This design comes from an exercise in tuning for small area, a short achievable clock period and few clock cycles per item on the open sky130 flow, not from production work. In this exercise RTL edits were held to simulation tests only and were not proved equivalent to the original. Power figures rest on the tool's default switching activity, not on a simulated workload.

<file path="flow/run.sh">
#!/bin/bash
# synth_recipe.tcl (not shown) runs the flow's synth.tcl, then flattens the netlist and writes it again
# the make line also repeats each setting of config.mk as NAME=value (left out here)
make -C /OpenROAD-flow-scripts/flow DESIGN_CONFIG=/design/flow/config.mk WORK_HOME=/design/flow/orfs CLKGATE_MAP_FILE= SYNTH_SCRIPT=/design/flow/synth_recipe.tcl finish
</file>
<file path="flow/config.mk">
export PLATFORM = sky130hd
export DESIGN_NAME = qprs_rs
export DESIGN_NICKNAME = qprs_rs
export VERILOG_FILES = /design/flow/design.v
export SDC_FILE = /design/flow/constraint.sdc
export NUM_CORES = 4
export LEC_CHECK = 0
export CAP_MARGIN = 20
export CORE_MARGIN = 2
export CORE_UTILIZATION = 30
export PLACE_DENSITY = 0.45
export SETUP_SLACK_MARGIN = 4.8
export SLEW_MARGIN = 20
</file>
<file path="flow/constraint.sdc">
create_clock -name core_clock -period 8.0 [get_ports {clk}]
set_input_delay 1.6000 -clock core_clock [delete_from_list [all_inputs] [get_ports {clk}]]
set_output_delay 1.6000 -clock core_clock [all_outputs]
set_load 0.01 [all_outputs]
</file>
<file path="flow/design.v">
module qprs_gen_rom (
    input  wire [29:0]  sel,
    output wire [359:0] h
);
    assign h =
        ({360{sel[0]}} & 360'h000000000000000000000000000000000000000000000000000000000000000000000000000000000000000001) |
        ({360{sel[1]}} & 360'h000000000000000000000000000000000000000000000000000000000000000000000000000000000000002004) |
        ({360{sel[2]}} & 360'h00000000000000000000000000000000000000000000000000000000000000000000000000000000001002200c) |
        ({360{sel[3]}} & 360'h00000000000000000000000000000000000000000000000000000000000000000000000000000020031010a024) |
        ({360{sel[4]}} & 360'h00000000000000000000000000000000000000000000000000000000000000000000000000030844412480a064) |
        ({360{sel[5]}} & 360'h00000000000000000000000000000000000000000000000000000000000000000000000008a884080852001124) |
        ({360{sel[6]}} & 360'h000000000000000000000000000000000000000000000000000000000000000000000309208014488452312324) |
        ({360{sel[7]}} & 360'h0000000000000000000000000000000000000000000000000000000000000000000508104a18a410a241014924) |
        ({360{sel[8]}} & 360'h000000000000000000000000000000000000000000000000000000000000000089809890488894909462824882) |
        ({360{sel[9]}} & 360'h00000000000000000000000000000000000000000000000000000000000080146130126426280c2a4464802850) |
        ({360{sel[10]}} & 360'h0000000000000000000000000000000000000000000000000000000004803084409104828543141024844024a0) |
        ({360{sel[11]}} & 360'h00000000000000000000000000000000000000000000000000000028184932426024800c06486030a20430c208) |
        ({360{sel[12]}} & 360'h0000000000000000000000000000000000000000000000000003104082440940a2021108041501041884211411) |
        ({360{sel[13]}} & 360'h00000000000000000000000000000000000000000000000048489284248a32480446209444c4a220a30210a022) |
        ({360{sel[14]}} & 360'h00000000000000000000000000000000000000000000005240a08044c4084142912910122123004842a4808061) |
        ({360{sel[15]}} & 360'h000000000000000000000000000000000000000000114088102282889091201484010062841208521290021114) |
        ({360{sel[16]}} & 360'h00000000000000000000000000000000000000022428432110924940a42409191124480904a30c31024420230c) |
        ({360{sel[17]}} & 360'h0000000000000000000000000000000000004428512040802144a124221186090084c80c4a444930150c9148a4) |
        ({360{sel[18]}} & 360'h0000000000000000000000000000000005044a00814124a12a14424098a2304249450514864048442052010802) |
        ({360{sel[19]}} & 360'h0000000000000000000000000000004a248931131180a88804a51408820944a30086000a2842a4009900511450) |
        ({360{sel[20]}} & 360'h0000000000000000000000000002519242424228a008990846224232025106084a2048024081014040219040a0) |
        ({360{sel[21]}} & 360'h00000000000000000000000090944105288a85224a92120431406141106009020952104490850a500404504251) |
        ({360{sel[22]}} & 360'h00000000000000000000020c09126131000240204280a301054808004044249051450522410420484452208504) |
        ({360{sel[23]}} & 360'h00000000000000000030944085132490c8a100182209412121040221188944a30428a8508a150220a49130a312) |
        ({360{sel[24]}} & 360'h0000000000000008014a149404c32188228249032240a24141428124011024208a84282100a84c109888101909) |
        ({360{sel[25]}} & 360'h00000000000026209422144244020a20840c09289130984109044105082211022145080c28241000850c10490a) |
        ({360{sel[26]}} & 360'h00000000085148845000a84905180430131428a81249108129180140a26241411210044a309440441061121900) |
        ({360{sel[27]}} & 360'h00000080911221250044431128850932489130c30911090c02048c0912884a228c44a840914042021060011920) |
        ({360{sel[28]}} & 360'h0004924244082a045152430011281124224991402405024c92425008022442410a85124024a492100808801888) |
        ({360{sel[29]}} & 360'h44a4022920148048502128880a204205121090a50910441285104a50128c20a00928221480080421122190a848);
endmodule
module qprs_rs (
    input  wire        clk,
    input  wire        rst,
    input  wire        cmd_valid,
    output wire        cmd_ready,
    input  wire [15:0] cmd_k,
    input  wire [7:0]  cmd_e,
    input  wire        in_valid,
    output wire        in_ready,
    input  wire [7:0]  in_data,
    output wire        out_valid,
    input  wire        out_ready,
    output wire [7:0]  out_data,
    output wire        out_last,
    output wire        out_err
);
    localparam MAX_EC = 30;
    reg        nq_valid;
    reg  [7:0] nq_k;
    reg  [4:0] nq_e;
    reg        nq_bad;      
    assign cmd_ready = !nq_valid;
    wire cmd_fire = cmd_valid && !nq_valid;
    wire cmd_bad = (cmd_e == 8'd0) || (cmd_e > MAX_EC) ||
                   (cmd_k[15:8] != 8'd0) || (cmd_k[7:0] == 8'd0);
    wire [8:0] nq_sum = {1'b0, nq_k} + {4'd0, nq_e};
    wire nq_ok = !nq_bad && !nq_sum[8];
    reg        cur_active;   
    reg        cur_err;      
    reg        cur_first;    
    reg  [7:0] kcnt;         
    reg  [4:0] cur_e;
    reg        d_valid;
    reg        d_first;
    reg        d_last;
    reg  [4:0] d_e;
    reg  [7:0] d_data;
    reg  [7:0]  q [0:MAX_EC-2];   
    reg         qz;               
    reg  [29:0] p_sel;            
    reg  [7:0]  c0;               
    reg        pend;
    reg  [4:0] pend_e;
    reg        held;
    reg        held_err;
    reg  [4:0] held_e;
    reg  [7:0] obuf [0:MAX_EC-1];
    reg  [4:0] ocnt;
    reg        oerr;
    reg        ovalid;       
    reg        olast;        
    reg        iready;       
    wire load    = held && (!ovalid || (olast && out_ready));
    wire step_ok = !held || load;
    wire proc_go = d_valid && step_ok;
    wire flush   = pend && !d_valid && step_ok;
    wire step    = proc_go || flush;
    assign in_ready = iready;
    wire in_fire  = in_valid && iready;
    wire cur_done = in_fire && (kcnt == 8'd1);
    wire cur_free = (!cur_active && !cur_err) || cur_done;
    wire take     = cur_free && nq_valid;
    wire err_move = cur_err && !d_valid && !pend && !held;
    assign out_valid = ovalid;
    assign out_data  = obuf[0];
    assign out_last  = olast;
    assign out_err   = oerr;
    wire out_fire = ovalid && out_ready;
    wire cur_active_n = take ? nq_ok : (cur_active && !cur_done);
    wire d_valid_n    = in_fire || (d_valid && !proc_go);
    wire held_n       = (step && pend) || err_move || (held && !load);
    wire ovalid_n     = load || (ovalid && !(out_fire && olast));
    wire proc_go_n    = d_valid_n && !(held_n && ovalid_n);
    wire iready_n     = cur_active_n && (!d_valid_n || proc_go_n);
    always @(posedge clk) begin
        if (rst) begin
            nq_valid   <= 1'b0;
            cur_active <= 1'b0;
            cur_err    <= 1'b0;
            d_valid    <= 1'b0;
            pend       <= 1'b0;
            held       <= 1'b0;
            ocnt       <= 5'd0;
            ovalid     <= 1'b0;
            iready     <= 1'b0;
        end else begin
            ovalid <= ovalid_n;
            iready <= iready_n;
            held   <= held_n;
            if (take)
                nq_valid <= 1'b0;
            else if (cmd_fire)
                nq_valid <= 1'b1;
            if (take) begin
                cur_active <= nq_ok;
                cur_err    <= !nq_ok;
            end else begin
                if (cur_done) cur_active <= 1'b0;
                if (err_move) cur_err <= 1'b0;
            end
            if (in_fire)
                d_valid <= 1'b1;
            else if (proc_go)
                d_valid <= 1'b0;
            if (proc_go && d_last)
                pend <= 1'b1;
            else if (step)
                pend <= 1'b0;
            if (load)
                ocnt <= held_err ? 5'd1 : held_e;
            else if (out_fire)
                ocnt <= ocnt - 5'd1;
        end
    end
    always @(posedge clk) begin
        if (cmd_fire) begin
            nq_k   <= cmd_k[7:0];
            nq_e   <= cmd_e[4:0];
            nq_bad <= cmd_bad;
        end
        if (take) begin
            kcnt      <= nq_k;
            cur_e     <= nq_e;
            cur_first <= 1'b1;
        end else if (in_fire) begin
            kcnt      <= kcnt - 8'd1;
            cur_first <= 1'b0;
        end
        if (in_fire) begin
            d_data  <= in_data;
            d_first <= cur_first;
            d_last  <= (kcnt == 8'd1);
            d_e     <= cur_e;
        end
        if (proc_go && d_last)
            pend_e <= d_e;
        if (step && pend) begin
            held_err <= 1'b0;
            held_e   <= pend_e;
        end else if (err_move) begin
            held_err <= 1'b1;
        end
        if (load) begin
            oerr  <= held_err;
            olast <= held_err || (held_e == 5'd1);
        end else if (out_fire) begin
            olast <= (ocnt == 5'd2);
        end
    end
    wire [359:0] genh;
    qprs_gen_rom u_rom (.sel(p_sel), .h(genh));
    reg  [7:0] fbq_l;
    reg  [7:0] fbq_g0, fbq_g1, fbq_g2;
    wire [7:0] fv [0:3];
    assign fv[0] = fbq_l;
    assign fv[1] = ~fbq_g0;
    assign fv[2] = fbq_g1;
    assign fv[3] = ~fbq_g2;
    wire [7:0] bp [0:3][0:3][0:2];
    genvar i, j, p, c;
    generate
        for (c = 0; c < 4; c = c + 1) begin : g_copy
            wire [7:0] bm [0:7];    
            assign bm[0] = fv[c];
            for (i = 1; i < 8; i = i + 1) begin : g_b
                assign bm[i] = {bm[i-1][6:0], 1'b0} ^ (bm[i-1][7] ? 8'h1D : 8'h00);
            end
            for (p = 0; p < 4; p = p + 1) begin : g_bp
                assign bp[c][p][0] = bm[2*p];
                assign bp[c][p][1] = bm[2*p+1];
                assign bp[c][p][2] = bm[2*p] ^ bm[2*p+1];
            end
        end
    endgenerate
    wire [7:0] r [0:MAX_EC-1];
    wire [7:0] prod0;            
    generate
        for (j = 0; j < MAX_EC; j = j + 1) begin : g_tap
            localparam integer C = 1 + j / 10;
            wire [11:0] hj = genh[12*j +: 12];
            wire [7:0] pp [0:3];
            for (p = 0; p < 4; p = p + 1) begin : g_pair
                assign pp[p] = ({8{hj[3*p]}}   & bp[C][p][0]) |
                               ({8{hj[3*p+1]}} & bp[C][p][1]) |
                               ({8{hj[3*p+2]}} & bp[C][p][2]);
            end
            if (j == 0) begin : g_p0
                wire [11:0] hf = d_first ? 12'd0 : hj;
                wire [7:0] pf [0:3];
                for (p = 0; p < 4; p = p + 1) begin : g_pairf
                    assign pf[p] = ({8{hf[3*p]}}   & bp[0][p][0]) |
                                   ({8{hf[3*p+1]}} & bp[0][p][1]) |
                                   ({8{hf[3*p+2]}} & bp[0][p][2]);
                end
                assign prod0 = pf[0] ^ pf[1] ^ pf[2] ^ pf[3];
            end
            if (j < MAX_EC - 1) begin : g_q
                assign r[j] = (qz ? 8'h00 : q[j]) ^ pp[0] ^ pp[1] ^ pp[2] ^ pp[3];
            end else begin : g_noq
                assign r[j] = pp[0] ^ pp[1] ^ pp[2] ^ pp[3];
            end
        end
    endgenerate
    wire [29:0] d_sel;
    generate
        for (j = 0; j < MAX_EC; j = j + 1) begin : g_sel
            assign d_sel[j] = (d_e == j + 1);
        end
    endgenerate
    wire [7:0] dq = d_data ^ ((qz || d_first) ? 8'h00 : q[0]);
    integer n;
    always @(posedge clk) begin
        if (rst) begin
            fbq_g1 <= 8'h00;
            fbq_g2 <= 8'hFF;
        end else if (step) begin
            fbq_g1 <= dq ^ prod0;
            fbq_g2 <= ~(dq ^ prod0);
        end
    end
    always @(posedge clk) begin
        if (step) begin
            for (n = 0; n < MAX_EC - 1; n = n + 1)
                q[n] <= r[n+1];
            c0    <= r[0];
            qz    <= d_first || !proc_go;
            fbq_l    <= dq ^ prod0;
            fbq_g0 <= ~(dq ^ prod0);
            p_sel <= d_sel;
        end
    end
    always @(posedge clk) begin
        if (load) begin
            obuf[0] <= held_err ? 8'h03 : c0;
            for (n = 1; n < MAX_EC; n = n + 1)
                obuf[n] <= q[n-1];
        end else if (out_fire) begin
            for (n = 0; n < MAX_EC - 1; n = n + 1)
                obuf[n] <= obuf[n+1];
        end
    end
endmodule
</file>
==> results.json, run 1 <==
{
  "status": "complete, no violations",
  "min_path_type": "flip-flop to flip-flop",
  "power_density_mw_per_mm2": 125.0,
  "ys_seq_area_share_pct": 34.02,
  "htree_num_levels": 3,
  "dr.pass1.iters": 9,
  "root_buffer": "clkbuf_16",
  "gp_congestion": 0.9611,
  "nNetsFinal": 6401,
  "p_leak_uw": 0.02022,
  "setup_viol": 0,
  "drive_gt1_share_pct": 12.76,
  "syn_area_per_cell_um2": 8.075,
  "path_max_fanout": 21,
  "cts.sinks": 612,
  "synth_cell_types": 80,
  "place.detailed.hpwl_um": 161000,
  "relSlewSlack_pct": 25.71,
  "avgRoutedWirePerCell_um": 29.11,
  "ys_warn_count": 3,
  "synth_nets": 6622,
  "core_region_area_mm2": 0.1761,
  "ant_nets": 0,
  "vias": 52900,
  "die-area_mm2": 0.1804,
  "grt_pass1_wl_um": 361300,
  "vias_per_cell": 6.037,
  "cts_hold_buf": 0,
  "worstPathRequired_ns": 8.65,
  "initial_utilization_pct": 30.16,
  "grt_max_degree": 101,
  "tightest_slew_ns": 1.104,
  "yosysTopAreaCellShare_pct": 32.85,
  "rsz0062_at_grt": "yes",
  "vdd_drop_max_mv": 0.1695,
  "overflow": 0,
  "antenna_found_initial": 7,
  "drc": 0,
  "clock_path_buffers": 3,
  "grt_use_total_pct": 27.14,
  "cts_tree": "built",
  "placementRows": 154,
  "startpoint_type": "flip-flop",
  "ys_seq_elements": 612,
  "yosys-top-cells-area": "edfxtp_1 33%, xnor2_1 15%, a21oi_1 9.1%",
  "area_delta_synth_final_pct": 17.34,
  "postSynthCellCount": 6577,
  "grt_pass1_vias": 48990,
  "portBuffers": 49,
  "syn_area_mm2": 0.05311,
  "finalWorstSetupSlack_ns": 4.736,
  "finalSetupTns_ns": 0,
  "place_ws_ns": 3.360,
  "synth_async_sr_flop_share_pct": 0,
  "synth_edf_count": 581,
  "cp.arrival_ns": 3.91,
  "synth_flop_cell": "edfxtp_1",
  "fmax_ghz": 0.3064,
  "clkLatencyLatePin_ns": 0.77,
  "fin_hold_ws_ns": 0.3891,
  "dpl.cell_count": 8469,
  "chipHeight_um": 424.8,
  "cts_buffers": 80,
  "critical_path_class": "flip-flop to flip-flop",
  "skew_ns": 0.07298,
  "clk_pin_slew_worst_paths_ns": 0.06,
  "end_kind": "flip-flop",
  "wirelength_um": 255100,
  "finalMaxSlewViolations": 0,
  "synth_top_area_cell": "edfxtp_1",
  "finalHoldViolations": 0,
  "fin_crit_sh_pct": 40.80,
  "finalCriticalPeriod_ns": 3.264,
  "fp.dieW_um": 424.8,
  "ios": 50,
  "p_total_uw": 7787,
  "drt_iter0_markers": 8028,
  "cap_violations": 0,
  "stdcell_count": 8763
}
-- where the power goes --
part	switching [uW]	total (uW)	internal [uW]
logic	233	372	139
registers	31.7	3590	3560
clock network	1660	3820	2160
-- flip-flops by register name (all words and copies together) (netlist names), 5 cells and up --
| signal | flops |
|---|---|
| p_sel | 30 |
| d_e | 5 |
| fbq_g0 | 8 |
| q | 232 |
| ocnt | 5 |
| kcnt | 8 |
| c0 | 8 |
| cur_e | 5 |
| nq_e | 5 |
| d_data | 8 |
| held_e | 5 |
| fbq_l | 8 |
| fbq_g1 | 8 |
| nq_k | 8 |
| obuf | 240 |
| pend_e | 5 |
| fbq_g2 | 8 |
-- layout make-up --
cell class                 count  area (um2)
multi-input combinational   5216       34250
inverter                      51       245.2
tap                         2340        2928
fill                       18310      113800
timing repair inverter         1       8.758
clock inverter                48       525.5
clock buffer                  99        2176
timing repair buffer         394        4085
sequential                   612       18100
antenna                        2       5.005
-- cells in the final DEF, fill, tap and decap left out, types with 42 or more instances in the layout --
cell	Yosys	final
a21oi_1	966	965
nand2_1	898	889
xnor2_1	932	860
edfxtp_1	581	581
o22ai_1	493	493
o21ai_0	390	388
buf_4	0	244
nor2_1	248	214
xor2_1	184	160
a22oi_1	151	151
nand2b_1	139	137
a222oi_1	120	120
nor2b_1	120	119
clkbuf_16	0	86
xnor2_2	4	59
inv_1	51	46
or3_1	61	44
nor3_1	63	42
-- through the flow --
step / cell area (um2) / util (%)
4_1_cts: 61170 / 34.73
3_3_place_gp: 55900 / 31.74
2_1_floorplan: 53170 / -
5_1_grt: 62310 / 35.38
3_5_place_dp: 55930 / 31.76
6_report: 62320 / 35.39
-- synthesized netlist by cell type, drive strengths merged (139+ instances only) --
| cell | n |
|---|---|
| edfxtp | 581 |
| o22ai | 493 |
| xnor2 | 936 |
| a22oi | 151 |
| nand2 | 898 |
| nor2 | 248 |
| o21ai | 391 |
| a21oi | 966 |
| xor2 | 185 |
| clkbuf | 591 |
| nand2b | 139 |
-- worst paths after layout --
check	start	to	slack, ns	cells past startpoint
max	p_sel[16]	fbq_l[7]	4.74	9
min	pend_e[0]	held_e[0]	0.39	0
max reg2reg	p_sel[16]	fbq_l[7]	4.74	9
min reg2reg	pend_e[0]	held_e[0]	0.39	0
-- critical path: stages, from the launching register on --
cell and delay [ns]:
edfxtp_1 0.45, buf_12 0.21, or4_4 0.50, or3_4 0.46, a222oi_1 0.35, mux2_2 0.41
xnor2_2 0.20, xor2_2 0.30, buf_4 0.17, buf_6 0.09
-- kinds of logic (layout without fill, tap and decap cells) --
kind of cell | after synthesis | in the layout | share of synthesized area (%)
multiplexers | 10 | 10 | 0.2026
flip-flops | 612 | 612 | 34.02
buffers and inverters | 752 | 593 | 5.386
adder cells (fa/ha/maj) | 8 | 8 | 0.1885
XOR/XNOR | 1139 | 1140 | 19.33
AND/OR/NAND/NOR | 1808 | 1810 | 15.96
other | 0 | 2 | 0
AO/OA/AOI/OAI | 2248 | 2248 | 24.92
-- routing by layer --
layer  vias up  share of wire, %  track usage (%)
met1     25670                41            36.47
met5         -             0.033                0
met3       731                11            6.885
met2      3221                42            40.38
li1      23280                 -                -
met4         6               5.5            13.22
-- timing repair --
item                                    4_1_cts  5_1_grt
pin swaps                                    38       44
resized for setup                           292      150
endpoints found under the setup margin      709      208
setup buffers                                91       37
gates cloned                                 13        4
Testbench counts, summed over its fixed seeds: cycles 30,817, blocks 695.
==> inputs of run 2 (changes only) <==
--- a/flow/design.v
+++ b/flow/design.v
@@ -186,6 +186,7 @@
     wire [359:0] genh;
     qprs_gen_rom u_rom (.sel(p_sel), .h(genh));
     reg  [7:0] fbq_l;
+    reg  [11:0] hf_reg;          
     reg  [7:0] fbq_g0, fbq_g1, fbq_g2;
     wire [7:0] fv [0:3];
     assign fv[0] = fbq_l;
@@ -221,7 +222,7 @@
                                ({8{hj[3*p+2]}} & bp[C][p][2]);
             end
             if (j == 0) begin : g_p0
-                wire [11:0] hf = d_first ? 12'd0 : hj;
+                wire [11:0] hf = hf_reg;
                 wire [7:0] pf [0:3];
                 for (p = 0; p < 4; p = p + 1) begin : g_pairf
                     assign pf[p] = ({8{hf[3*p]}}   & bp[0][p][0]) |
@@ -243,6 +244,14 @@
             assign d_sel[j] = (d_e == j + 1);
         end
     endgenerate
+    wire [359:0] genh_d;
+    qprs_gen_rom u_rom_d (.sel(d_sel), .h(genh_d));
+    always @(posedge clk) begin
+        if (rst)
+            hf_reg <= 12'd0;
+        else if (step)
+            hf_reg <= (proc_go && !d_last) ? genh_d[11:0] : 12'd0;
+    end
     wire [7:0] dq = d_data ^ ((qz || d_first) ? 8'h00 : q[0]);
     integer n;
     always @(posedge clk) begin
==> run 2 against run 1 <==
Count of clock-buffer cells in the layout grew 6. Clock power barely moved. Via count fell by 1.9%. First-iteration DRC count down 6.4%. Final area down 0.66%. Register-to-register slack hardly changed. Critical endpoint is now q[8][2]. Clock skew is 0.030 ns lower. Worst setup slack improved by 0.0041 ns. Critical path depth down 1. Sequential share of layout area up 0.57 points. Cell count is 0.50% lower. Area after synthesis rose by 0.50%.
==> results.json, run 2 <==
{
  "synth_async_sr_flop_share_pct": 0,
  "stdcell_area_mm2": 0.06191,
  "skew_ns": 0.04322,
  "path_max_fanout": 36,
  "setup_viol": 0,
  "drt_iter0_markers": 7514,
  "wl_met1_um": 102700,
  "initial_utilization_pct": 30.24,
  "min_path_type": "flip-flop to flip-flop",
  "area_delta_synth_final_pct": 15.99,
  "clock_path_buffers": 3,
  "power_density_mw_per_mm2": 131.3,
  "ant_nets": 0,
  "finalSetupTns_ns": 0,
  "finalMaxSlewViolations": 0,
  "place_ws_ns": 3.241,
  "synth_nets": 6616,
  "startpoint_type": "flip-flop",
  "slowest_stage": "nor2_4",
  "dr.pass1.iters": 12,
  "layout_common_cells": "1018 x a21oi_1, 892 x nand2_1, 852 x xnor2_1",
  "wirelength_um": 245300,
  "vias_per_cell": 5.953,
  "ys_warn_count": 3,
  "drc": 0,
  "cp.arrival_ns": 3.74,
  "portBuffers": 49,
  "finalCriticalPeriod_ns": 3.260,
  "grt_max_degree": 121,
  "tightest_slew_ns": 1.242,
  "ys_seq_area_share_pct": 34.30,
  "status": "complete, no violations",
  "gp_congestion": 0.9850,
  "synth_edf_count": 581,
  "rsz0062_at_grt": "yes",
  "die-area_mm2": 0.1813,
  "clkLatencyLatePin_ns": 0.75,
  "core_region_area_mm2": 0.1765,
  "root_buffer": "clkbuf_16",
  "dr_wl_met3_um": 23450,
  "final_core_util_pct": 35.07,
  "yosysMostFrequentCell": "a21oi_1",
  "yosys-top-cells-area": "edfxtp_1 33%, xnor2_1 15%, a21oi_1 9.6%",
  "worstPathRequired_ns": 8.48,
  "finalWorstSetupSlack_ns": 4.740,
  "fmax_ghz": 0.3067,
  "syn_area_mm2": 0.05337,
  "vias": 51900,
  "cap_violations": 0,
  "fp.dieW_um": 425.8,
  "cpPeakStageDelay_ns": 0.60,
  "end_kind": "flip-flop",
  "relSlewSlack_pct": 16.79,
  "postSynthCellCount": 6571,
  "synth_top_area_cell": "edfxtp_1",
  "chipHeight_um": 425.8,
  "vdd_drop_max_mv": 0.1449,
  "fin_crit_sh_pct": 40.75,
  "finalHoldViolations": 0,
  "cts_tree": "built",
  "antenna_found_initial": 1,
  "r2r_cells": 8,
  "syn_area_per_cell_um2": 8.123,
  "avgRoutedWirePerCell_um": 28.13,
  "yosysTopAreaCellShare_pct": 32.69,
  "largest_reg_flops": 240,
  "ios": 50,
  "synth_flop_cell": "edfxtp_1",
  "r2r_slack_ns": 4.74,
  "grt_use_total_pct": 25.93,
  "wl_met2_um": 107200,
  "grt_pass1_vias": 48130,
  "critical_path_class": "flip-flop to flip-flop",
  "path_cells": "buf_6 -> nor2_4 -> nand3_2 -> a221oi_1 -> xnor2_1 -> xnor2_1 -> xnor2_1 -> xnor2_1",
  "final_common_cell": "a21oi_1",
  "synth_cell_types": 79,
  "cts.sinks": 624,
  "drive_gt1_share_pct": 11.29,
  "ys_seq_elements": 624,
  "clk_pin_slew_worst_paths_ns": 0.07,
  "placed_area_mm2": 0.05594,
  "placementRows": 154,
  "grt_pass1_wl_um": 349800,
  "top_regs": "obuf (240), q (232), p_sel (30)",
  "cts_buffers": 82,
  "synth_common_cells": "1020 x a21oi_1, 907 x xnor2_1, 897 x nand2_1, 581 x edfxtp_1, 519 x clkbuf_1",
  "whs_path_depth": 0,
  "nNetsFinal": 6357,
  "htree_num_levels": 3,
  "place.detailed.hpwl_um": 152500,
  "overflow": 0,
  "crit_top_cell": "xnor2_1",
  "p_leak_uw": 0.01979,
  "regMostFlops": "obuf",
  "routed.top_layer": "met5"
}
## run 2: changes by cell type after synthesis, moves of 13 or more
cell	previous run	this run
a21oi_1	966	1020
a22o_1	3	18
buf_2	24	77
clkbuf_1	591	519
nand2b_1	139	116
nor2_1	248	274
nor2b_1	120	137
o21ai_0	390	340
o22ai_1	493	510
or3_1	61	44
or4_1	43	26
xnor2_1	932	907
xor2_1	184	197
## run 2: per-layer routing
layer	track usage, %	vias up
met3	5.082	648
met1	35.45	25220
met5	0	-
met2	39.50	2893
met4	11.43	4
li1	-	23130
## run 2: final cells by class
| type | instances | area [um2] |
|---|---|---|
| Fill cell | 18240 | 114600 |
| Multi-Input combinational cell | 5199 | 33900 |
| Sequential cell | 624 | 18330 |
| Timing Repair Buffer | 354 | 3690 |
| Tap cell | 2340 | 2928 |
| Clock buffer | 105 | 2201 |
| Clock inverter | 45 | 560.5 |
| Inverter | 48 | 250.2 |
| Timing Repair inverter | 3 | 43.79 |
| Antenna cell | 1 | 2.502 |
## run 2: kinds of logic after synthesis
| kind of cell | Yosys count | synth area share [%] |
|---|---|---|
| simple gates | 1796 | 15.62 |
| compound gates | 2251 | 24.81 |
| fa+ha+maj | 8 | 0.1875 |
| buf+inv | 751 | 5.560 |
| xor+xnor | 1140 | 19.50 |
| flops | 624 | 34.30 |
| mux | 1 | 0.01875 |
## run 2: path summary, 6_finish.rpt
path | startpoint | to
setup reg to reg | p_sel[28] | q[8][2]
hold reg to reg | cur_e[2] | d_e[2]
setup / recovery | p_sel[28] | q[8][2]
hold / removal | cur_e[2] | d_e[2]
## run 2: report_power, final
group	internal [uW]	leakage, uW	switching [uW]	total, uW
Combinational	234	0.0128	363	597
Sequential	3640	0.00563	32.3	3670
Clock	2200	0.00132	1650	3850
## run 2: timing repair
item	in CTS	in global routing
cloned	13	5
setup endpoints to repair	733	495
hold buffers	0	0
hold endpoints to repair	0	0
resized for setup	242	114
buffers inserted	64	50
pin swaps	25	23
## run 2: per-stage QoR
| stage | hold WS, ns | power [uW] | cells |
|---|---|---|---|
| after floorplan | 0.4003 | 4129 | 6571 |
| after global placement | 0.4054 | 4312 | 8435 |
| after detailed placement | 0.4045 | 4315 | 8436 |
| after CTS | 0.4202 | 8219 | 8663 |
| after global routing | 0.4245 | 8388 | 8718 |
| final | 0.4198 | 8127 | 8719 |
## run 2: critical path, delay by kind of cell, from the launching register on
kind,cells,cell delay [ns]
DFF,1,0.43
and+or+nand+nor,2,1.05
xor gates and xnor gates,4,0.65
buffers and inverters,1,0.27
AOI/OAI and AO/OA,1,0.55
Testbench counts of run 2, summed over its fixed seeds: cycles 30,817, blocks 695.
==> inputs of run 3 (changes only) <==
--- a/flow/config.mk
+++ b/flow/config.mk
@@ -8,6 +8,8 @@
 export CAP_MARGIN = 20
 export CORE_MARGIN = 2
 export CORE_UTILIZATION = 30
+export CTS_CLUSTER_DIAMETER = 120
+export CTS_CLUSTER_SIZE = 30
 export PLACE_DENSITY = 0.45
 export SETUP_SLACK_MARGIN = 4.8
 export SLEW_MARGIN = 20
==> run 3 against run 2 <==
Count of clock-buffer cells in the layout decreased by 66. Area after synthesis unchanged. Register-to-register slack got worse by 0.07 ns. Hold slack improved by 0.012 ns. Critical endpoint is now obuf[25][4]. Largest cell class unchanged. Critical path type is now primary input to flip-flop. Critical path depth decreased by 1. Power decreased by 19%. Maximum frequency decreased by 3.1%. Still clean.
==> results.json, run 3 <==
{
  "finalCriticalPeriod_ns": 3.365,
  "seq_power_share_pct": 55.8,
  "synth_fa_ha_area_share_pct": 0.1875,
  "path_max_fanout": 69,
  "muxShareOfSynthArea_pct": 0.01875,
  "dr.pass1.iters": 12,
  "netSwitchingPower_uw": 1790,
  "place.detailed.hpwl_um": 152500,
  "overflow": 0,
  "sw_frac_of_total_pct": 27.22,
  "clockPowerShare_pct": 35.0,
  "drt_iter0_markers": 7775,
  "final_common_cell": "a21oi_1",
  "ys_seq_elements": 624,
  "setup_viol": 0,
  "placed_area_mm2": 0.05594,
  "clk_pin_slew_worst_paths_ns": 0.11,
  "vdd_drop_max_mv": 0.1216,
  "die-area_mm2": 0.1813,
  "placementRows": 154,
  "place_ws_ns": 3.241,
  "yosysMostFrequentCell": "a21oi_1",
  "finalMaxSlewViolations": 0,
  "root_buffer": "clkbuf_16",
  "initial_utilization_pct": 30.24,
  "vias_per_cell": 6.005,
  "ant_nets": 0,
  "wirelength_um": 247200,
  "synth_compound_area_share_pct": 24.81,
  "skew_ns": 0.03448,
  "chipHeight_um": 425.8,
  "ys_warn_count": 3,
  "synth_edf_count": 581,
  "postSynthCellCount": 6571,
  "rsz0062_at_grt": "yes",
  "min_path_type": "flip-flop to flip-flop",
  "cp-startpoint": "out_ready",
  "regMostFlops": "obuf",
  "worstPathRequired_ns": 8.41,
  "cts.sinks": 624,
  "synth_top_family_by_area": "compound AO/OA/AOI/OAI gates",
  "fin_crit_sh_pct": 42.06,
  "layout_common_cells": "1018 x a21oi_1, 893 x nand2_1, 851 x xnor2_1",
  "end_kind": "flip-flop",
  "avgRoutedWirePerCell_um": 28.58,
  "drc": 0,
  "core_region_area_mm2": 0.1765,
  "p_total_uw": 6576,
  "finalWorstSetupSlack_ns": 4.635,
  "tightest_slew_ns": 1.231,
  "grt_use_total_pct": 25.53,
  "drive_gt1_share_pct": 10.68,
  "stdcell_area_mm2": 0.06067,
  "synth_async_sr_flop_share_pct": 0,
  "fp.dieW_um": 425.8,
  "cts_buffers": 34,
  "startpoint_type": "primary input",
  "finalSetupTns_ns": 0,
  "synth_flop_cell": "edfxtp_1",
  "synth-xor-area-share_pct": 19.50,
  "syn_area_mm2": 0.05337,
  "worstReg2RegStart": "p_sel[28]",
  "gp_congestion": 0.9850,
  "area_delta_synth_final_pct": 13.67,
  "fmax_ghz": 0.2972,
  "status": "complete, no violations",
  "clock_path_buffers": 3,
  "yosys-top-cells-area": "edfxtp_1 33%, xnor2_1 15%, a21oi_1 9.6%",
  "critical_path_class": "primary input to flip-flop",
  "syn_area_per_cell_um2": 8.123,
  "ys_seq_area_share_pct": 34.30,
  "grt_max_degree": 121,
  "synthSimpleGateAreaFrac_pct": 15.62,
  "antenna_found_initial": 7,
  "synth_top_area_cell": "edfxtp_1",
  "largest_reg_flops": 240,
  "portBuffers": 49,
  "cts_tree": "built",
  "cap_violations": 0,
  "p_leak_uw": 0.01921,
  "p_comb_share_pct": 9.2,
  "cp.arrival_ns": 3.78,
  "yosysTopAreaCellShare_pct": 32.69,
  "finalHoldViolations": 0,
  "relSlewSlack_pct": 17.51,
  "fin_hold_ws_ns": 0.4320,
  "grt_pass1_vias": 47590,
  "clkLatencyLatePin_ns": 0.67,
  "vias": 51930,
  "grt_pass1_wl_um": 346000,
  "top_regs": "obuf (240), q (232), p_sel (30)",
  "power_density_mw_per_mm2": 108.4,
  "ios": 50,
  "htree_num_levels": 2,
  "min_from": "cur_e[2]",
  "synth_cell_types": 79,
  "synth_nets": 6616,
  "synth_common_cells": "1020 x a21oi_1, 907 x xnor2_1, 897 x nand2_1, 581 x edfxtp_1, 519 x clkbuf_1",
  "power.internal_uw": 4786,
  "r2r_slack_ns": 4.67,
  "nNetsFinal": 6324
}
run 3: critical path, stage by stage:
cell and delay, ns:
clkdlybuf4s50_1 0.51, a21boi_4 0.27, nand2b_4 0.31, clkinv_16 0.16, buf_16 0.36, nand2_1 0.15, nand2_1 0.06
run 3: logic make-up (layout without fill, tap and decap cells):
logic type      Yosys count  after routing
compound gates         2251           2251
xor+xnor               1140           1143
fa+ha+maj                 8              8
buf+inv                 751            480
flops                   624            624
mux                       1              1
other cells               0              5
simple gates           1796           1796
run 3: path summary, 6_finish.rpt:
check,endpoint,cells after the start
worst max register to register,q[8][2],8
worst max-delay path,obuf[25][4],7
worst min-delay path,d_e[2],0
worst min register to register,d_e[2],0
run 3: cell type report:
| type | instances | area (um2) |
|---|---|---|
| multi-input cells | 5199 | 33920 |
| repair inverters | 3 | 43.79 |
| clock inverters | 21 | 351.6 |
| diodes | 5 | 12.51 |
| inverters | 48 | 260.3 |
| clock buffers | 39 | 869.6 |
| flip-flops and latches | 624 | 18330 |
| well taps | 2340 | 2928 |
| repair buffers | 369 | 3953 |
| fillers | 18300 | 115800 |
run 3: per-stage QoR:
| step | instances | util, % |
|---|---|---|
| after floorplan | 6571 | - |
| after global placement | 8435 | 31.67 |
| after detailed placement | 8436 | 31.69 |
| after CTS | 8577 | 33.62 |
| after global routing | 8643 | 34.37 |
| final | 8648 | 34.38 |
run 3: repair_timing:
item | CTS | global route
pin swaps | 29 | 28
hold endpoints to repair | 0 | 0
gates resized for setup | 240 | 111
cloned | 11 | 12
hold buffers | 0 | 0
setup endpoints to repair | 732 | 310
buffers inserted | 70 | 53
run 3: power by group through the flow:
stage / registers (uW) / logic, uW / clock network (uW)
after global placement: 3750 / 565 / 0
after floorplan: 3730 / 395 / 0
after global routing: 3670 / 655 / 2460
after detailed placement: 3740 / 571 / 0
after CTS: 3670 / 591 / 2390
final: 3670 / 608 / 2300
run 3: routing by layer:
| layer | wire, um | part of all wire, % | vias to the layer above | global-route usage [%] |
|---|---|---|---|---|
| li1 | - | - | 23040 | - |
| met1 | 104200 | 42 | 25350 | 35.18 |
| met2 | 108500 | 44 | 2945 | 39.14 |
| met3 | 22960 | 9.3 | 597 | 4.272 |
| met4 | 11430 | 4.6 | 6 | 11.22 |
| met5 | 34 | 0.014 | - | 0 |
==> inputs of run 4 (changes only) <==
--- a/flow/config.mk
+++ b/flow/config.mk
@@ -7,9 +7,9 @@
 export LEC_CHECK = 0
 export CAP_MARGIN = 20
 export CORE_MARGIN = 2
-export CORE_UTILIZATION = 30
-export CTS_CLUSTER_DIAMETER = 120
-export CTS_CLUSTER_SIZE = 30
-export PLACE_DENSITY = 0.45
+export CORE_UTILIZATION = 35
+export CTS_CLUSTER_DIAMETER = 80
+export CTS_CLUSTER_SIZE = 24
+export PLACE_DENSITY = 0.5
 export SETUP_SLACK_MARGIN = 4.8
 export SLEW_MARGIN = 20
==> run 4 against run 3 <==
Die area fell by 14%. Count of clock-buffer cells in the layout rose by 13. Global-route usage rose by 3.3 points. Sequential power barely moved. Power rose by 8.6%.
==> results.json, run 4 <==
{
  "clk_pin_slew_worst_paths_ns": 0.10,
  "die-area_mm2": 0.1556,
  "root_buffer": "clkbuf_16",
  "placementRows": 143,
  "synth_edf_count": 581,
  "ios": 50,
  "antenna_found_initial": 4,
  "fillers": 15520,
  "regMostFlops": "obuf",
  "grt_use_total_pct": 28.78,
  "path_max_fanout": 33,
  "cap_violations": 0,
  "finalMaxSlewViolations": 0,
  "worstPathRequired_ns": 8.44,
  "power_density_mw_per_mm2": 118.5,
  "finalSetupTns_ns": 0,
  "grt_pass1_wl_um": 339100,
  "dr.pass1.iters": 13,
  "tightest_slew_ns": 1.093,
  "rsz0062_at_grt": "yes",
  "fin_crit_sh_pct": 41.06,
  "wl_met1_um": 95890,
  "finalHoldViolations": 0,
  "skew_ns": 0.03703,
  "avgRoutedWirePerCell_um": 28.07,
  "synth_async_sr_flop_share_pct": 0,
  "drt_iter0_markers": 8135,
  "fmax_ghz": 0.3045,
  "synth_common_cells": "1020 x a21oi_1, 907 x xnor2_1, 897 x nand2_1, 581 x edfxtp_1, 519 x clkbuf_1",
  "layout_common_cells": "1019 x a21oi_1, 891 x nand2_1, 847 x xnor2_1",
  "ys_seq_elements": 624,
  "nNetsFinal": 6332,
  "cts_tree": "built",
  "ant_nets": 0,
  "multi_input_area_mm2": 0.03388,
  "portBuffers": 49,
  "relSlewSlack_pct": 26.56,
  "place.detailed.hpwl_um": 148000,
  "wirelength_um": 234600,
  "core_region_area_mm2": 0.1517,
  "critical_path_class": "flip-flop to flip-flop",
  "syn_area_per_cell_um2": 8.123,
  "end_kind": "flip-flop",
  "gp_congestion": 0.9903,
  "htree_num_levels": 2,
  "yosysMostFrequentCell": "a21oi_1",
  "drc": 0,
  "setup_viol": 0,
  "synth_nets": 6616,
  "wl_met2_um": 101600,
  "vias": 52190,
  "largest_reg_flops": 240,
  "initial_utilization_pct": 35.18,
  "grt_pass1_vias": 47890,
  "ys_warn_count": 3,
  "min_path_type": "flip-flop to flip-flop",
  "cts_buffers": 49,
  "synth_cell_types": 79,
  "syn_area_mm2": 0.05337,
  "cts.sinks": 624,
  "startpoint_type": "flip-flop",
  "final_common_cell": "a21oi_1",
  "clock_path_buffers": 3,
  "dr_wl_met3_um": 23710,
  "yosys-top-cells-area": "edfxtp_1 33%, xnor2_1 15%, a21oi_1 9.6%",
  "ys_seq_area_share_pct": 34.30,
  "yosysTopAreaCellShare_pct": 32.69,
  "postSynthCellCount": 6571,
  "vdd_drop_max_mv": 0.1520,
  "cp.arrival_ns": 3.73,
  "status": "complete, no violations",
  "dpl.cell_count": 8126,
  "synth_top_area_cell": "edfxtp_1",
  "stdcell_count": 8358,
  "ff_latch_area_mm2": 0.01833,
  "routed.top_layer": "met5",
  "area_delta_synth_final_pct": 12.96,
  "clkLatencyLatePin_ns": 0.71,
  "chipHeight_um": 394.5,
  "overflow": 0,
  "finalCriticalPeriod_ns": 3.285,
  "grt_max_degree": 121,
  "fin_hold_ws_ns": 0.4146,
  "top_regs": "obuf (240), q (232), p_sel (30)",
  "fp.dieW_um": 394.5,
  "synth_flop_cell": "edfxtp_1",
  "drive_gt1_share_pct": 11.06,
  "p_leak_uw": 0.01928,
  "vias_per_cell": 6.244
}
-- run 4: kinds of logic (layout without fill, tap and decap cells) --
| family | after synthesis | after routing | share of synthesized area, % |
|---|---|---|---|
| flip-flops | 624 | 624 | 34.30 |
| XOR/XNOR | 1140 | 1144 | 19.50 |
| multiplexers | 1 | 1 | 0.01875 |
| AO/OA/AOI/OAI | 2251 | 2251 | 24.81 |
| other | 0 | 1 | 0 |
| AND/OR/NAND/NOR | 1796 | 1797 | 15.62 |
| buffers and inverters | 751 | 502 | 5.560 |
| adder cells (fa/ha/maj) | 8 | 8 | 0.1875 |
-- run 4: final cells by class --
cell class,instances,share of cell area [%]
inverters,48,0.4213
well taps,2030,4.213
repair buffers,361,5.697
clock inverters,39,0.9069
multi-input cells,5201,56.20
flip-flops and latches,624,30.40
repair inverters,2,0.05396
diodes,1,0.004151
clock buffers,52,2.104
-- run 4: timing repair --
action,in CTS,in global routing
buffers inserted,73,55
hold buffers,0,0
endpoints found under the setup margin,759,494
pin swaps,26,27
cloned,10,2
gates resized for setup,199,137
-- run 4: power breakdown --
part / total, uW / leakage (uW) / switching [uW] / internal (uW)
clock network: 2880 / 0.000871 / 1520 / 1360
registers: 3670 / 0.00563 / 30.7 / 3640
logic: 599 / 0.0128 / 366 / 234
-- run 4: worst paths after layout --
path | startpoint | to | slack [ns] | cells after the start
max | p_sel[28] | q[8][4] | 4.72 | 7
max reg2reg | p_sel[28] | q[8][4] | 4.72 | 7
min reg2reg | pend_e[2] | held_e[2] | 0.41 | 0
min | pend_e[2] | held_e[2] | 0.41 | 0
-- run 4: through the flow --
step                total power [uW]  utilization, %  area, um2  setup WS, ns
finish                          7145           39.74      60290         4.715
global route                    7376           39.73      60290         4.666
CTS                             7213           38.98      59140         4.692
detailed placement              4315           36.58      55500         3.280
global placement                4311           36.57      55490         3.374
floorplan                       4129               -      53440         2.294
-- run 4: routing by layer --
layer / vias to the layer above / track usage (%)
met1: 25190 / 38.99
met4: 6 / 14.48
met2: 3198 / 43.54
li1: 23060 / -
met3: 731 / 5.685
met5: - / 0
-- run 4: critical path: stages, from the launching register on --
cell,delay [ns]
edfxtp_1,0.54
buf_8,0.28
nor2_4,0.56
nand3_2,0.45
a222oi_1,0.45
xor2_1,0.36
xnor2_1,0.17
xnor2_1,0.18
==> inputs of run 5 (changes only) <==
--- a/flow/config.mk
+++ b/flow/config.mk
@@ -7,9 +7,9 @@
 export LEC_CHECK = 0
 export CAP_MARGIN = 20
 export CORE_MARGIN = 2
-export CORE_UTILIZATION = 35
+export CORE_UTILIZATION = 40
 export CTS_CLUSTER_DIAMETER = 80
 export CTS_CLUSTER_SIZE = 24
-export PLACE_DENSITY = 0.5
+export PLACE_DENSITY = 0.55
 export SETUP_SLACK_MARGIN = 4.8
 export SLEW_MARGIN = 20
==> run 5 against run 4 <==
Still clean on timing, DRC and antenna. Clock skew increased by 0.0088 ns. Count of clock-buffer cells in the layout increased by 2. Power decreased by 2.4%. Highest routed layer unchanged.
==> results.json, run 5 <==
{
  "grt_pass1_wl_um": 330300,
  "synth_cell_types": 79,
  "cts_buffers": 48,
  "initial_utilization_pct": 40.14,
  "r2r_cells": 8,
  "dr.pass1.iters": 12,
  "crit_top_cell": "xnor2_1",
  "vdd_drop_max_mv": 0.1716,
  "drt_iter0_markers": 9301,
  "ant_nets": 0,
  "yosysTopAreaCellShare_pct": 32.69,
  "yosys-top-cells-area": "edfxtp_1 33%, xnor2_1 15%, a21oi_1 9.6%",
  "core_region_area_mm2": 0.1330,
  "skew_ns": 0.04583,
  "cp.depth": 8,
  "crit_buf_inv": 1,
  "ys_seq_elements": 624,
  "top_regs": "obuf (240), q (232), p_sel (30)",
  "synth_top_area_cell": "edfxtp_1",
  "gp_congestion": 1.038,
  "vias_per_cell": 6.533,
  "synth_top_family_by_area": "compound AO/OA/AOI/OAI gates",
  "layout_common_cells": "1018 x a21oi_1, 892 x nand2_1, 857 x xnor2_1",
  "reg2reg_to": "q[16][0]",
  "rsz0062_at_grt": "yes",
  "ios": 50,
  "cp.arrival_ns": 3.73,
  "fin_hold_ws_ns": 0.4269,
  "power_density_mw_per_mm2": 116.4,
  "dpl.cell_count": 7846,
  "synth_async_sr_flop_share_pct": 0,
  "r2r_slack_ns": 4.69,
  "antenna_found_initial": 5,
  "synth_edf_count": 581,
  "chipHeight_um": 369.3,
  "overflow": 0,
  "cap_violations": 0,
  "largest_reg_flops": 240,
  "die-area_mm2": 0.1364,
  "crit_end": "q[16][0]",
  "finalMaxSlewViolations": 0,
  "muxShareOfSynthArea_pct": 0.01875,
  "clock_path_buffers": 3,
  "grt_max_degree": 131,
  "synth-xor-area-share_pct": 19.50,
  "area_delta_synth_final_pct": 12.30,
  "portBuffers": 49,
  "fp.dieW_um": 369.3,
  "relSlewSlack_pct": 28.56,
  "tightest_slew_ns": 1.064,
  "drc": 0,
  "whs_path_depth": 0,
  "finalCriticalPeriod_ns": 3.309,
  "drive_gt1_share_pct": 10.82,
  "stdcell_area_mm2": 0.05994,
  "cp-startpoint": "p_sel[29]",
  "wirelength_um": 230100,
  "clkLatencyLatePin_ns": 0.71,
  "p_leak_uw": 0.01925,
  "path_cells": "buf_12 -> or2_4 -> nor4_4 -> o21ai_0 -> a22oi_1 -> xnor2_1 -> xnor2_2 -> xnor2_1",
  "regMostFlops": "obuf",
  "synth_compound_area_share_pct": 24.81,
  "min_path_type": "flip-flop to flip-flop",
  "cts.sinks": 624,
  "syn_area_per_cell_um2": 8.123,
  "finalHoldViolations": 0,
  "final_common_cell": "a21oi_1",
  "stdcell_count": 8111,
  "grt_use_total_pct": 32.09,
  "cts_tree": "built",
  "syn_area_mm2": 0.05337,
  "fillers": 12960,
  "end_kind": "flip-flop",
  "crit_family": "simple AND/OR/NAND/NOR gates",
  "nNetsFinal": 6345,
  "clk_pin_slew_worst_paths_ns": 0.10,
  "fmax_ghz": 0.3022,
  "place.detailed.hpwl_um": 140200,
  "worstPathRequired_ns": 8.42,
  "ys_warn_count": 3,
  "synth_fa_ha_area_share_pct": 0.1875,
  "fin_crit_sh_pct": 41.36,
  "root_buffer": "clkbuf_16",
  "yosysMostFrequentCell": "a21oi_1",
  "synth_common_cells": "1020 x a21oi_1, 907 x xnor2_1, 897 x nand2_1, 581 x edfxtp_1, 519 x clkbuf_1",
  "ys_seq_area_share_pct": 34.30,
  "cpPeakStageDelay_ns": 0.57,
  "finalSetupTns_ns": 0,
  "critical_path_class": "flip-flop to flip-flop",
  "worstReg2RegStart": "p_sel[29]",
  "vias": 52990,
  "p_total_uw": 6976,
  "startpoint_type": "flip-flop",
  "htree_num_levels": 2,
  "avgRoutedWirePerCell_um": 28.37,
  "status": "complete, no violations",
  "setup_viol": 0,
  "synthSimpleGateAreaFrac_pct": 15.62,
  "grt_pass1_vias": 48090,
  "slowest_stage": "or2_4",
  "synth_nets": 6616,
  "synth_flop_cell": "edfxtp_1",
  "placementRows": 134,
  "cts_hold_buf": 0,
  "postSynthCellCount": 6571,
  "placed_area_mm2": 0.05504,
  "path_max_fanout": 105
}
run 5: cell types whose count changed in the layout (fill, tap and decap cells not counted), sizes merged:
cell,delta
dlygate4sd2,-6
clkinvlp,-1
nand2b,+2
buf,+8
clkinv,+3
diode,+2
clkbuf,+1
bufinv,-2
clkdlybuf4s50,+6
xnor2,+1
xor2,+1
run 5: routing by layer:
layer	share of wire, %	wire length, um	global-route usage [%]	vias up
met2	42	96640	47.18	3776
met1	39	88880	42.48	25140
met4	6.7	15350	17.58	12
met3	13	29140	8.783	959
met5	0.066	152	0.5342	-
li1	-	-	-	23100
run 5: repair_timing:
item / CTS / global route
buffers inserted: 93 / 59
endpoints found under the setup margin: 797 / 409
pin swaps: 33 / 32
cloned: 15 / 5
resized for setup: 191 / 115
run 5: worst min-delay path by stage:
stage                         from      to  slack (ns)
after floorplan           cur_e[0]  d_e[0]        0.40
after global placement    cur_e[4]  d_e[4]        0.40
after detailed placement  cur_e[3]  d_e[3]        0.40
after CTS                 cur_e[3]  d_e[3]        0.42
after global routing      cur_e[4]  d_e[4]        0.44
final                     cur_e[3]  d_e[3]        0.43
run 5: layout make-up:
type	count	area (um2)	share of cell area (%)
timing repair inverter	5	61.31	0.1023
antenna	3	7.507	0.01253
tap	1768	2212	3.691
timing repair buffer	368	3546	5.916
clock inverter	36	473.0	0.7891
sequential	624	18330	30.58
multi-input combinational	5205	33820	56.43
inverter	48	259.0	0.4321
clock buffer	54	1224	2.042
run 5: where the power goes:
group	internal [uW]	total [uW]	switching [uW]	leakage (uW)
Sequential	3640	3670	30.3	0.00563
Combinational	237	603	366	0.0128
Clock	1240	2710	1470	0.000818
run 5: logic make-up after synthesis:
logic type                 after synthesis
xor gates and xnor gates              1140
and+or+nand+nor                       1796
AOI/OAI and AO/OA                     2251
DFF                                    624
buffers and inverters                  751
adders and majority gates                8
muxes                                    1
run 5: worst reg2reg max path: stages, from the launching register on:
cell	delay (ns)
edfxtp_1	0.43
buf_12	0.22
or2_4	0.75
nor4_4	0.49
o21ai_0	0.17
a22oi_1	0.31
xnor2_1	0.16
xnor2_2	0.37
xnor2_1	0.13
run 5: per-stage QoR:
stage / utilization, % / worst slack (ns)
global route: 45.07 / 4.671
CTS: 44.22 / 4.772
global placement: 41.35 / 3.408
detailed placement: 41.39 / 3.372
finish: 45.08 / 4.691
floorplan: - / 2.294
==> inputs of run 6 (changes only) <==
--- a/flow/design.v
+++ b/flow/design.v
@@ -73,7 +73,7 @@
     reg  [7:0] d_data;
     reg  [7:0]  q [0:MAX_EC-2];   
     reg         qz;               
-    reg  [29:0] p_sel;            
+    reg  [29:0] p_sel0, p_sel1, p_sel2;
     reg  [7:0]  c0;               
     reg        pend;
     reg  [4:0] pend_e;
@@ -183,8 +183,11 @@
             olast <= (ocnt == 5'd2);
         end
     end
-    wire [359:0] genh;
-    qprs_gen_rom u_rom (.sel(p_sel), .h(genh));
+    wire [359:0] genh0, genh1, genh2;
+    qprs_gen_rom u_rom0 (.sel(p_sel0),  .h(genh0));
+    qprs_gen_rom u_rom1 (.sel(~p_sel1), .h(genh1));
+    qprs_gen_rom u_rom2 (.sel(p_sel2),  .h(genh2));
+    wire [359:0] genh = {genh2[359:240], genh1[239:120], genh0[119:0]};
     reg  [7:0] fbq_l;
     reg  [11:0] hf_reg;          
     reg  [7:0] fbq_g0, fbq_g1, fbq_g2;
@@ -255,6 +258,12 @@
     wire [7:0] dq = d_data ^ ((qz || d_first) ? 8'h00 : q[0]);
     integer n;
     always @(posedge clk) begin
+        if (rst)
+            p_sel2 <= 30'd0;
+        else if (step)
+            p_sel2 <= d_sel;
+    end
+    always @(posedge clk) begin
         if (rst) begin
             fbq_g1 <= 8'h00;
             fbq_g2 <= 8'hFF;
@@ -271,7 +280,8 @@
             qz    <= d_first || !proc_go;
             fbq_l    <= dq ^ prod0;
             fbq_g0 <= ~(dq ^ prod0);
-            p_sel <= d_sel;
+            p_sel0 <= d_sel;
+            p_sel1 <= ~d_sel;
         end
     end
     always @(posedge clk) begin
--- a/flow/config.mk
+++ b/flow/config.mk
@@ -7,9 +7,7 @@
 export LEC_CHECK = 0
 export CAP_MARGIN = 20
 export CORE_MARGIN = 2
-export CORE_UTILIZATION = 40
-export CTS_CLUSTER_DIAMETER = 80
-export CTS_CLUSTER_SIZE = 24
-export PLACE_DENSITY = 0.55
+export CORE_UTILIZATION = 30
+export PLACE_DENSITY = 0.45
 export SETUP_SLACK_MARGIN = 4.8
 export SLEW_MARGIN = 20
==> run 6 against run 5 <==
Power up 17%. Die area rose by 35%. Non-clock buffer count shrank 3. Maximum frequency up 2.3%. Flip-flop and latch count rose by 30. Highest routed layer is now met4. Still clean. Clock skew is 0.00057 ns higher. Core utilization is 10 points lower. Clock power grew 41%. Largest cell class unchanged. Global-route usage fell by 8.4 points. Worst setup slack improved by 0.076 ns.
==> results.json, run 6 <==
{
  "dr.pass1.iters": 11,
  "ys_seq_elements": 654,
  "worstPathRequired_ns": 8.42,
  "root_buffer": "clkbuf_16",
  "drt_iter0_markers": 7538,
  "syn_area_mm2": 0.05427,
  "tightest_slew_ns": 1.095,
  "place.detailed.hpwl_um": 147100,
  "yosysMostFrequentCell": "nand2_1",
  "fin_hold_ws_ns": 0.4156,
  "grt_pass1_vias": 47890,
  "largest_reg_flops": 240,
  "synth_cell_types": 71,
  "avgRoutedWirePerCell_um": 25.86,
  "crit_top_cell": "xnor2_1",
  "vdd_drop_max_mv": 0.1336,
  "final_common_cell": "nand2_1",
  "cts.sinks": 654,
  "top_regs": "obuf (240), q (232), p_sel0 (30)",
  "wirelength_um": 230600,
  "ant_nets": 0,
  "place_ws_ns": 3.256,
  "skew_ns": 0.04640,
  "cts_tree": "built",
  "startpoint_type": "flip-flop",
  "cts_hold_buf": 0,
  "end_kind": "flip-flop",
  "chipHeight_um": 429.3,
  "ys_warn_count": 3,
  "gp_congestion": 0.9393,
  "syn_area_per_cell_um2": 8.112,
  "synth_async_sr_flop_share_pct": 0,
  "htree_num_levels": 3,
  "vias_per_cell": 5.823,
  "fin_crit_sh_pct": 40.42,
  "drive_gt1_share_pct": 9.623,
  "critical_path_class": "flip-flop to flip-flop",
  "fmax_ghz": 0.3093,
  "drc": 0,
  "vias": 51930,
  "cpPeakStageDelay_ns": 0.60,
  "layout_common_cells": "1026 x nand2_1, 898 x a21oi_1, 861 x xnor2_1",
  "initial_utilization_pct": 30.12,
  "cts_buffers": 82,
  "relSlewSlack_pct": 26.44,
  "clk_pin_slew_worst_paths_ns": 0.06,
  "placementRows": 156,
  "ios": 50,
  "grt_pass1_wl_um": 332800,
  "synth_flop_cell": "edfxtp_1",
  "p_leak_uw": 0.02068,
  "setup_viol": 0,
  "path_max_fanout": 27,
  "finalMaxSlewViolations": 0,
  "status": "complete, no violations",
  "antenna_found_initial": 1,
  "nNetsFinal": 6524,
  "fillers": 18820,
  "placed_area_mm2": 0.05693,
  "stdcell_area_mm2": 0.06249,
  "clock_path_buffers": 3,
  "regMostFlops": "obuf",
  "diodes": 0,
  "ff_latch_area_mm2": 0.01914,
  "synth_nets": 6735,
  "area_delta_synth_final_pct": 15.16,
  "cp.arrival_ns": 3.66,
  "finalSetupTns_ns": 0,
  "core_region_area_mm2": 0.1802,
  "grt_use_total_pct": 23.69,
  "synth_common_cells": "1031 x nand2_1, 925 x xnor2_1, 898 x a21oi_1, 601 x edfxtp_1, 556 x clkbuf_1",
  "multi_input_area_mm2": 0.03373,
  "finalHoldViolations": 0,
  "synth_top_area_cell": "edfxtp_1",
  "clkLatencyLatePin_ns": 0.71,
  "cap_violations": 0,
  "ys_seq_area_share_pct": 35.21,
  "grt_max_degree": 154,
  "yosys-top-cells-area": "edfxtp_1 33%, xnor2_1 15%, a21oi_1 8.3%",
  "yosysTopAreaCellShare_pct": 33.26,
  "portBuffers": 49,
  "min_path_type": "flip-flop to flip-flop",
  "postSynthCellCount": 6690,
  "synth_edf_count": 601,
  "overflow": 0,
  "slowest_stage": "and2_1",
  "rsz0062_at_grt": "yes",
  "path_cells": "buf_4 -> and2_1 -> nand3_1 -> a221oi_1 -> xnor2_1 -> xnor2_1 -> xnor2_1",
  "fp.dieW_um": 429.3,
  "die-area_mm2": 0.1843,
  "finalWorstSetupSlack_ns": 4.767,
  "power_density_mw_per_mm2": 130.4,
  "finalCriticalPeriod_ns": 3.233
}
[run 6: changes by cell type in the layout (fill, tap and decap cells not counted), sizes merged, moves of 20 or more]
cell,previous run,this run
nand2,897,1031
a21oi,1020,898
o22ai,510,410
nor2,274,358
clkbuf,58,108
a22oi,141,101
a222oi,118,152
o21ai,341,370
and3,11,37
nand3,51,77
and2,15,39
nor3,76,52
clkinv,16,37
edfxtp,581,601
[run 6: repair_timing]
action,CTS,global route
cloned,6,5
gates resized for setup,161,69
pin swaps,17,10
endpoints found under the hold margin,0,0
setup buffers,75,74
setup endpoints to repair,688,276
[run 6: cells by family (layout without fill, tap and decap cells)]
| group | after synthesis | in the layout | synth area share [%] |
|---|---|---|---|
| flip-flops | 654 | 654 | 35.21 |
| XOR/XNOR | 1161 | 1164 | 19.34 |
| adder cells (fa/ha/maj) | 8 | 8 | 0.1845 |
| buffers and inverters | 743 | 597 | 5.273 |
| AO/OA/AOI/OAI | 2067 | 2067 | 22.69 |
| AND/OR/NAND/NOR | 2057 | 2057 | 17.30 |
[run 6: where the power goes]
| part | total [uW] | switching (uW) | leakage [uW] | internal (uW) |
|---|---|---|---|---|
| sequential | 3830 | 34.4 | 0.00585 | 3790 |
| combinational | 491 | 305 | 0.0135 | 187 |
| clock | 3830 | 1660 | 0.00133 | 2170 |
[run 6: critical path: cells and delay by family, from the launching register on]
family	cells	cell delay [ns]
buffers and inverters	1	0.37
xor gates and xnor gates	3	0.74
DFF	1	0.32
AOI/OAI and AO/OA	1	0.46
and+or+nand+nor	2	1.04
[run 6: routing by layer]
layer | vias to the layer above | share of wire, % | wire, um | global-route usage (%)
met5 | - | 0 | 0 | 0
met3 | 542 | 9.3 | 21530 | 3.885
li1 | 23520 | - | - | -
met2 | 2905 | 44 | 102100 | 36.60
met1 | 24960 | 42 | 96550 | 32.60
met4 | 0 | 4.5 | 10410 | 10.10
[run 6: metrics by stage]
step,total power (uW),utilization (%),instances
after global routing,8413,34.69,8917
after global placement,4360,31.59,8605
after CTS,8228,34.05,8838
final,8150,34.69,8917
after detailed placement,4363,31.60,8605
after floorplan,4198,-,6690
[run 6: cell type report]
class                   instances  share of cell area (%)
well taps                    2370                   4.745
repair buffers                365                   5.722
inverters                      79                  0.5466
repair inverters                1                 0.01402
clock inverters                49                  0.8489
clock buffers                 103                   3.526
flip-flops and latches        654                   30.62
multi-input cells            5296                   53.98
[run 6: final timing paths]
check             cells after the start        from  slack, ns  endpoint
setup / recovery                      7  p_sel1[26]       4.77  q[10][5]
hold reg to reg                       0    cur_e[2]       0.42    d_e[2]
setup reg to reg                      7  p_sel1[26]       4.77  q[10][5]
hold / removal                        0    cur_e[2]       0.42    d_e[2]
Testbench counts of run 6, summed over its fixed seeds: cycles 30,817, blocks 695.
==> inputs of run 7 (changes only) <==
--- a/flow/config.mk
+++ b/flow/config.mk
@@ -7,7 +7,9 @@
 export LEC_CHECK = 0
 export CAP_MARGIN = 20
 export CORE_MARGIN = 2
-export CORE_UTILIZATION = 30
-export PLACE_DENSITY = 0.45
+export CORE_UTILIZATION = 35
+export CTS_CLUSTER_DIAMETER = 80
+export CTS_CLUSTER_SIZE = 24
+export PLACE_DENSITY = 0.5
 export SETUP_SLACK_MARGIN = 4.8
 export SLEW_MARGIN = 20
==> run 7 against run 6 <==
Synthesized cell count stayed put. Power is 10% lower. Largest power group unchanged. Count of clock-buffer cells in the layout is 47 lower. Maximum frequency is 3.4% lower. Highest routed layer is now met5. Final area is 2.0% lower. Via count is 0.58% higher. Wire length is 2.4% lower. Worst setup slack worse by 0.11 ns. Largest cell class unchanged. Global-route usage is 3.2 points higher.
==> results.json, run 7 <==
{
  "status": "complete, no violations",
  "synth_nets": 6735,
  "fmax_ghz": 0.2988,
  "area_delta_synth_final_pct": 12.84,
  "grt_use_met1_pct": 37.49,
  "fin_crit_sh_pct": 41.83,
  "ant_nets": 0,
  "finalCriticalPeriod_ns": 3.346,
  "yosys-top-cells-area": "edfxtp_1 33%, xnor2_1 15%, a21oi_1 8.3%",
  "tightest_slew_ns": 1.117,
  "synth_compound_area_share_pct": 22.69,
  "use_met3_pct": 4.733,
  "synth_common_cells": "1031 x nand2_1, 925 x xnor2_1, 898 x a21oi_1, 601 x edfxtp_1, 556 x clkbuf_1",
  "skew_ns": 0.03829,
  "avgRoutedWirePerCell_um": 26.39,
  "clkLatencyLatePin_ns": 0.73,
  "drt_iter0_markers": 7424,
  "drive_gt1_share_pct": 9.073,
  "fin_hold_ws_ns": 0.4275,
  "die-area_mm2": 0.1582,
  "wirelength_um": 225000,
  "synth-xor-area-share_pct": 19.34,
  "cap_violations": 0,
  "drc": 0,
  "htree_num_levels": 2,
  "worstPathRequired_ns": 8.45,
  "top_regs": "obuf (240), q (232), p_sel0 (30)",
  "startpoint_type": "flip-flop",
  "overflow": 0,
  "postSynthCellCount": 6690,
  "grt_pass1_vias": 47850,
  "cts_buffers": 51,
  "placementRows": 144,
  "finalMaxSlewViolations": 0,
  "syn_area_per_cell_um2": 8.112,
  "grt_pass1_wl_um": 325400,
  "power_density_mw_per_mm2": 119.8,
  "antenna_found_initial": 4,
  "portBuffers": 49,
  "min_path_type": "flip-flop to flip-flop",
  "stdcell_area_mm2": 0.06124,
  "regMostFlops": "obuf",
  "final_common_cell": "nand2_1",
  "ys_seq_elements": 654,
  "rsz0062_at_grt": "yes",
  "clock_path_buffers": 3,
  "place.detailed.hpwl_um": 141000,
  "vdd_drop_max_mv": 0.1813,
  "gp_congestion": 0.9815,
  "stdcell_count": 8526,
  "initial_utilization_pct": 35.23,
  "nNetsFinal": 6484,
  "ys_warn_count": 3,
  "layout_common_cells": "1026 x nand2_1, 897 x a21oi_1, 862 x xnor2_1",
  "critical_path_class": "flip-flop to flip-flop",
  "dpl.cell_count": 8275,
  "finalHoldViolations": 0,
  "fp.dieW_um": 397.8,
  "synth_top_area_cell": "edfxtp_1",
  "cts_tree": "built",
  "yosysTopAreaCellShare_pct": 33.26,
  "cts_hold_buf": 0,
  "muxShareOfSynthArea_pct": 0,
  "end_kind": "flip-flop",
  "synth_async_sr_flop_share_pct": 0,
  "synth_fa_ha_area_share_pct": 0.1845,
  "dr.pass1.iters": 10,
  "vias": 52230,
  "setup_viol": 0,
  "placed_area_mm2": 0.05650,
  "grt_use_met2_pct": 41.11,
  "core_region_area_mm2": 0.1540,
  "chipHeight_um": 397.8,
  "ff_latch_area_mm2": 0.01914,
  "cts.sinks": 654,
  "cp.arrival_ns": 3.79,
  "root_buffer": "clkbuf_16",
  "clk_pin_slew_worst_paths_ns": 0.10,
  "fillers": 15530,
  "relSlewSlack_pct": 25.00,
  "grt_max_degree": 133,
  "synthSimpleGateAreaFrac_pct": 17.30,
  "ys_seq_area_share_pct": 35.21,
  "syn_area_mm2": 0.05427,
  "finalSetupTns_ns": 0,
  "synth_cell_types": 71,
  "whs_path_depth": 0,
  "grt_use_total_pct": 26.91,
  "largest_reg_flops": 240,
  "path_max_fanout": 31,
  "yosysMostFrequentCell": "nand2_1",
  "r2r_cells": 7,
  "synth_flop_cell": "edfxtp_1",
  "ios": 50,
  "r2r_slack_ns": 4.65,
  "multi_input_area_mm2": 0.03375,
  "synth_top_family_by_area": "compound AO/OA/AOI/OAI gates",
  "p_leak_uw": 0.02022,
  "synth_edf_count": 601,
  "vias_per_cell": 6.126,
  "busiest_layer": "met2"
}
[run 7: per-stage QoR]
step	worst slack, ns	utilization, %	power, uW
6_report	4.654	39.75	7338
5_1_grt	4.675	39.75	7568
4_1_cts	4.557	39.03	7394
3_5_place_dp	3.364	36.68	4358
3_3_place_gp	3.391	36.66	4356
2_1_floorplan	2.300	-	4198
[run 7: cells by family (layout without fill, tap and decap cells)]
family                   Yosys count  after routing
AO/OA/AOI/OAI                   2067           2068
AND/OR/NAND/NOR                 2057           2057
XOR/XNOR                        1161           1164
buffers and inverters            743            530
flip-flops                       654            654
adder cells (fa/ha/maj)            8              8
other                              0              1
[run 7: worst max-delay path: stages, from the launching register on]
cell	delay [ns]
edfxtp_1	0.34
buf_4	0.36
and2_0	0.53
nand4_1	0.43
a222oi_1	0.52
xor2_1	0.22
xnor2_1	0.16
xnor3_1	0.47
[run 7: worst paths after layout]
kind / from / end
worst min register to register: cur_e[3] / d_e[3]
worst min-delay path: cur_e[3] / d_e[3]
worst max-delay path: p_sel1[29] / q[11][3]
worst max register to register: p_sel1[29] / q[11][3]
[run 7: power breakdown]
group	total, uW	internal [uW]	switching, uW	leakage [uW]
registers	3820	3790	33.5	0.00585
clock network	3030	1390	1640	0.000924
logic	493	185	308	0.0134
[run 7: cell type report]
| type | instances | share of cell area, % |
|---|---|---|
| multi-input combinational | 5297 | 55.11 |
| sequential | 654 | 31.26 |
| timing repair buffer | 353 | 5.680 |
| tap | 2044 | 4.176 |
| clock buffer | 56 | 2.149 |
| clock inverter | 39 | 0.9950 |
| inverter | 79 | 0.5844 |
| timing repair inverter | 3 | 0.04086 |
| antenna | 1 | 0.004086 |
[run 7: layer usage]
layer  vias to the layer above  routed length (um)
met5                         -                  75
met4                         6               10680
met3                       629               22530
met2                      3057               97550
met1                     25140               94180
li1                      23400                   -
[run 7: repair_timing]
action                                  4_1_cts  5_1_grt
resized for setup                           160       81
buffers inserted                             79       62
endpoints found under the hold margin         0        0
endpoints found under the setup margin      771      269
cloned                                        8        5
pin swaps                                    15       12

==> re-timing with driven ports <==
No port has a modelled driver above. Below, the same layouts with a new extraction and two added sets of constraints.
Step 1 (the two cells are an assumption about what drives the block):
set clk [get_ports {clk}]
set_driving_cell -lib_cell sky130_fd_sc_hd__clkbuf_16 $clk
set_driving_cell -lib_cell sky130_fd_sc_hd__buf_2 [delete_from_list [all_inputs] $clk]
Step 2 moves the port delays by t, midway between the first and last clock arrival at a register: inputs arrive t later, outputs are due t later. That takes back most of the time a late clock gives input paths.
Slacks: ideal ports / drivers / drivers and shift; pairs: ideal ports / drivers.
| run | t (ns) | setup slack, ns | clock arrival spread, ns | worst data-port slew with drivers (ns) |
|---|---|---|---|---|
| run 1 | 0.814 | 4.736 / 4.736 / 4.092 | 0.074 / 0.074 | 0.06 |
| run 2 | 0.818 | 4.740 / 4.740 / 4.111 | 0.046 / 0.046 | 0.05 |
| run 3 | 0.743 | 4.635 / 4.672 / 3.950 | 0.038 / 0.038 | 0.05 |
| run 4 | 0.780 | 4.715 / 4.715 / 4.139 | 0.041 / 0.040 | 0.07 |
| run 5 | 0.772 | 4.691 / 4.691 / 4.150 | 0.047 / 0.047 | 0.06 |
| run 6 | 0.782 | 4.767 / 4.767 / 4.105 | 0.071 / 0.071 | 0.09 |
| run 7 | 0.791 | 4.654 / 4.654 / 4.106 | 0.043 / 0.043 | 0.06 |
After both steps every run listed still meets setup and hold. For run 3, which loses most, drivers alone change the setup slack by +0.037 ns; drivers and shift together by -0.685 ns.
